From an optimization exercise on the open Yosys and OpenROAD flow, aimed at small area, a short achievable clock period and few clock cycles per item; shortcuts taken in it are not production practice. Function was checked by simulation only, so behaviour that the tests miss may differ from the original.

// ppc_decode
module ppc_decode (
    input  wire         clk,
    input  wire         rst,         
    input  wire         wr_en,
    input  wire [7:0]   wr_addr,
    input  wire [31:0]  wr_data,
    output wire         busy,
    output wire [11:0]  status,
    output wire [31:0]  bits,
    output wire [127:0] fval,
    output wire [9:0]   cmdf
);
    localparam [3:0] R_NONE = 4'd0, R_OK = 4'd1, R_LEN = 4'd2,
                     R_BADDESC = 4'd7, R_BADCMD = 4'd8;
    integer i;
    reg        lock;
    reg [6:0]  rxlen;
    reg [6:0]  d_rawlen;
    reg [5:0]  d_bitlen;
    reg        d_order;
    reg        d_half;
    reg [7:0]  d_sentinel;
    reg        d_st_en;
    reg        d_st_w2;
    reg [5:0]  d_st_pos;
    reg [15:0] d_sab  [0:3];     
    reg        f_en   [0:3];
    reg        f_kind [0:3];
    reg [5:0]  f_start[0:3];
    reg [5:0]  f_end  [0:3];
    reg        e_valid[0:7];
    reg [1:0]  e_field[0:7];
    reg [31:0] e_value[0:7];
    reg [31:0] e_pat  [0:7];
    reg [7:0]  raw    [0:63];
    reg        t_len;            
    reg        t_f  [0:3];       
    reg        t_st;             
    reg        t_e  [0:7];       
    reg [3:0]  res_code;
    reg        res_wenum;
    reg        res_ovalid;
    reg [31:0] bits_r;
    reg [31:0] fval_r [0:3];
    reg [3:0]  present_r;
    reg        sa_r, sb_r;
    reg        busy_r;
    reg        go;               
    reg        ok_r;             
    reg        baddesc_r;        
    reg [31:0] ext_r;            
    reg [3:0]  rem;              
    reg        va_r;             
    reg        hz_r;             
    reg        gohz;             
    reg        a_rev, a_kind, a_en;
    reg [1:0]  a_f;
    reg [4:0]  a_sh, a_wm1;
    reg [7:0]  a_cand;
    reg        vb;
    reg [31:0] y_r;
    reg [4:0]  b_wm1;
    reg [7:0]  b_cand;
    reg        b_num, b_enum;
    reg [3:0]  b_we;
    reg        vc;
    reg [7:0]  m_r;
    reg [31:0] num_r;
    reg        c_enum;
    reg [3:0]  c_we;
    reg [3:0]  st_ab_r;
  ...
export LEC_CHECK = 0
export CAP_MARGIN = 20
export CORE_MARGIN = 2
export CORE_UTILIZATION = 40
export CTS_CLUSTER_DIAMETER = 80
export CTS_CLUSTER_SIZE = 20
export PLACE_DENSITY = 0.6
export SLEW_MARGIN = 20
export TNS_END_PERCENT = 10
create_clock -name core_clock -period 10.0 [get_ports {clk}]
standard.sh (not shown) runs the stock make flow with config.mk's settings and CLKGATE_MAP_FILE= SYNTH_SCRIPT=/design/flow/synth_recipe.tcl, a recipe that flattens the netlist after the stock synthesis.
==> flow/flow/run.sh <==
#!/bin/bash
# Standard ORFS layout (the standard.sh), with the timing repair steps
# asked to leave a larger setup margin so that they size the design for a
# shorter period than the 10 ns clock requires. Constraints are unchanged.
set -euo pipefail
export SETUP_SLACK_MARGIN=${SETUP_MARGIN_NS:-7}
bash standard.sh > orfs_make.log 2>&1
Testbench counts at the start, summed over its fixed seeds: cycles 21,268, decodes 384.
Then changed:
--- a/flow/design.v
+++ b/flow/design.v
@@ -65,18 +65,17 @@
     reg [3:0]  b_we;
     reg        vc;
     reg [7:0]  m_r;
     reg [31:0] num_r;
     reg        c_enum;
     reg [3:0]  c_we;
     reg [3:0]  st_ab_r;
     assign busy = busy_r;
-    reg        cfg_a, cfg_b;     
-    wire       cfg_ok = cfg_a & cfg_b;
+    reg        cfg_ok;           
     function sample;
         input [7:0] m;
         input [7:0] s;
         begin
             sample = ((d_half ? s : m) == d_sentinel);
         end
     endfunction
     function rawlen_ok;
@@ -129,25 +128,21 @@
             if (rst || (dwr && wr_addr == 8'h32 + 4 * i)) e_pat[i]   <= wd;
         end
         if (rst || (wr_nr && wr_addr == 8'h03)) rxlen <= wd[6:0];
         if (rst) lock <= 1'b0;
         else if (wr_nr && wr_addr == 8'h02 && wr_data[0]) lock <= 1'b1;
         for (i = 0; i < 64; i = i + 1)
             if (wr && wr_addr == 8'h80 + i) raw[i] <= wr_data[7:0];
     end
-    reg  [5:0] bitlen_m1;        
-    reg  [6:0] st_end;           
-    reg  [3:0] f_order;          
-    always @(posedge clk) begin
-        if (rst || w_bitlen) bitlen_m1 <= wd[5:0] - 6'd1;
-        if (rst || w_state)  st_end    <= {1'b0, wd[13:8]} + {6'd0, wd[1]};
-        for (i = 0; i < 4; i = i + 1)
-            if (rst || w_fctl[i]) f_order[i] <= wd[13:8] <= wd[21:16];
-    end
+    wire [5:0] bitlen_m1 = d_bitlen - 6'd1;           
+    wire [6:0] st_end    = {1'b0, d_st_pos} + {6'd0, d_st_w2};
+    reg  [3:0] f_order;                               
+    always @(*)
+        for (i = 0; i < 4; i = i + 1) f_order[i] = f_start[i] <= f_end[i];
     reg       t_len_n, t_st_n;
     reg [3:0] t_f_n;
     reg [7:0] t_e_n;
     always @(*) begin
         t_len_n = t_len;
         if (w_rawlen)
             t_len_n = rawlen_ok(wr_data[6:0]) && d_bitlen <= wr_data[6:1];
         else if (w_bitlen)
@@ -173,25 +168,23 @@
             else if (w_fctl[e_field[i]])
                 t_e_n[i] = !e_valid[i] || (wr_data[0] && wr_data[1]);
         end
     end
     always @(posedge clk) begin
         if (rst) begin
             t_len  <= 1'b0;
             t_st   <= 1'b1;
-            cfg_a  <= 1'b0;
-            cfg_b  <= 1'b1;
+            cfg_ok <= 1'b0;
             for (i = 0; i < 4; i = i + 1) t_f[i] <= 1'b1;
             for (i = 0; i < 8; i = i + 1) t_e[i] <= 1'b1;
         end else begin
             t_len  <= t_len_n;
             t_st   <= t_st_n;
-            cfg_a  <= t_len_n && t_st_n && (&t_f_n);
-            cfg_b  <= &t_e_n;
+            cfg_ok <= t_len_n && t_st_n && (&t_f_n) && (&t_e_n);
             for (i = 0; i < 4; i = i + 1) t_f[i] <= t_f_n[i];
             for (i = 0; i < 8; i = i + 1) t_e[i] <= t_e_n[i];
         end
     end
     always @(posedge clk) begin
         for (i = 0; i < 32; i = i + 1)
             ext_r[i] <= (i < d_bitlen) && sample(raw[2 * i], raw[2 * i + 1]);
         ok_r      <= lock && cfg_ok && (rxlen == d_rawlen);
@@ -249,17 +242,17 @@
         evsel = 32'd0;
         found = 1'b0;
         for (i = 0; i < 8; i = i + 1) begin
             if (m_r[i] && !found) evsel = e_value[i];
             found = found | m_r[i];
         end
     end
     wire [31:0] fres = evsel | num_r;
-    wire [63:0] st_v  = {32'd0, bits_r} >> d_st_pos;
+    wire [63:0] st_v  = {32'd0, ext_r} >> d_st_pos;
     wire [1:0]  st_x  = st_v[1:0];
     wire        st_is_a = d_st_w2 ? (st_x == st_ab_r[1:0]) : (st_x[0] == st_ab_r[0]);
     wire        st_is_b = d_st_w2 ? (st_x == st_ab_r[3:2]) : (st_x[0] == st_ab_r[2]);
     wire cmd_wr  = wr_nr && wr_addr == 8'h00;
     wire go_n    = cmd_wr && wr_data == 32'd1;
     wire spec_n  = go_n && !hz_r;           
     wire kill    = go && !ok_r;             
     wire rld     = go && gohz;              
@@ -321,20 +314,20 @@
         b_num  <= a_en && !a_kind;
         b_enum <= a_en && a_kind;
         for (i = 0; i < 4; i = i + 1)
             b_we[i] <= a_en && (a_f == i);
         for (i = 0; i < 8; i = i + 1) m_r[i] <= vb_eff && m[i];
         num_r  <= (vb_eff && b_num) ? (y_r & mask) : 32'd0;
         c_enum <= vb_eff && b_enum;
         c_we   <= vb_eff ? b_we : 4'd0;
-        sa_r <= d_st_en && st_is_a;
-        sb_r <= d_st_en && !st_is_a && st_is_b;
         if (go) begin
             bits_r <= ext_r;
+            sa_r   <= d_st_en && st_is_a;
+            sb_r   <= d_st_en && !st_is_a && st_is_b;
         end
         for (i = 0; i < 4; i = i + 1)
             if (go || c_we[i]) begin
                 fval_r[i]    <= fres;
                 present_r[i] <= !go && (!c_enum || found);
             end
     end
     assign status = {lock, cfg_ok, res_ovalid, res_wenum, 4'hF, res_code};
Outcome: Die area hardly moves; worst setup slack gets worse by 0.22 ns; first-iteration DRC count decreases by 7.1%; synthesized cell count increases by 0.72%; non-clock buffer count decreases by 73; clock skew increases by 0.010 ns.
Testbench counts after the change, summed over its fixed seeds: cycles 21,268, decodes 384.

==> port drivers added, routing unchanged <==
No port has a modelled driver above. Below, the same layouts with a new extraction and two added sets of constraints.
Step 1 sets driving cells, clkbuf_16 on the clock port and buf_2 on the other inputs (assumed; they add their load-dependent delay and slew).
Step 2 also shifts input and output timing later by t, the mid clock arrival at the registers, as if the neighbouring blocks saw the same clock.
a / b / c = no drivers / after step 1 / after step 2; a / b = the first two.
| run | t (ns) | setup WS [ns] | latest minus earliest clock arrival (ns) |
|---|---|---|---|
| the first run | 0.839 | 6.608 / 6.516 / 5.807 | 0.077 / 0.078 |
| the second run | 0.804 | 6.387 / 6.385 / 5.581 | 0.098 / 0.098 |
After both steps every run listed still meets setup and hold. For the second run, which loses most, drivers alone change the setup slack by -0.002 ns; drivers and shift together by -0.806 ns.
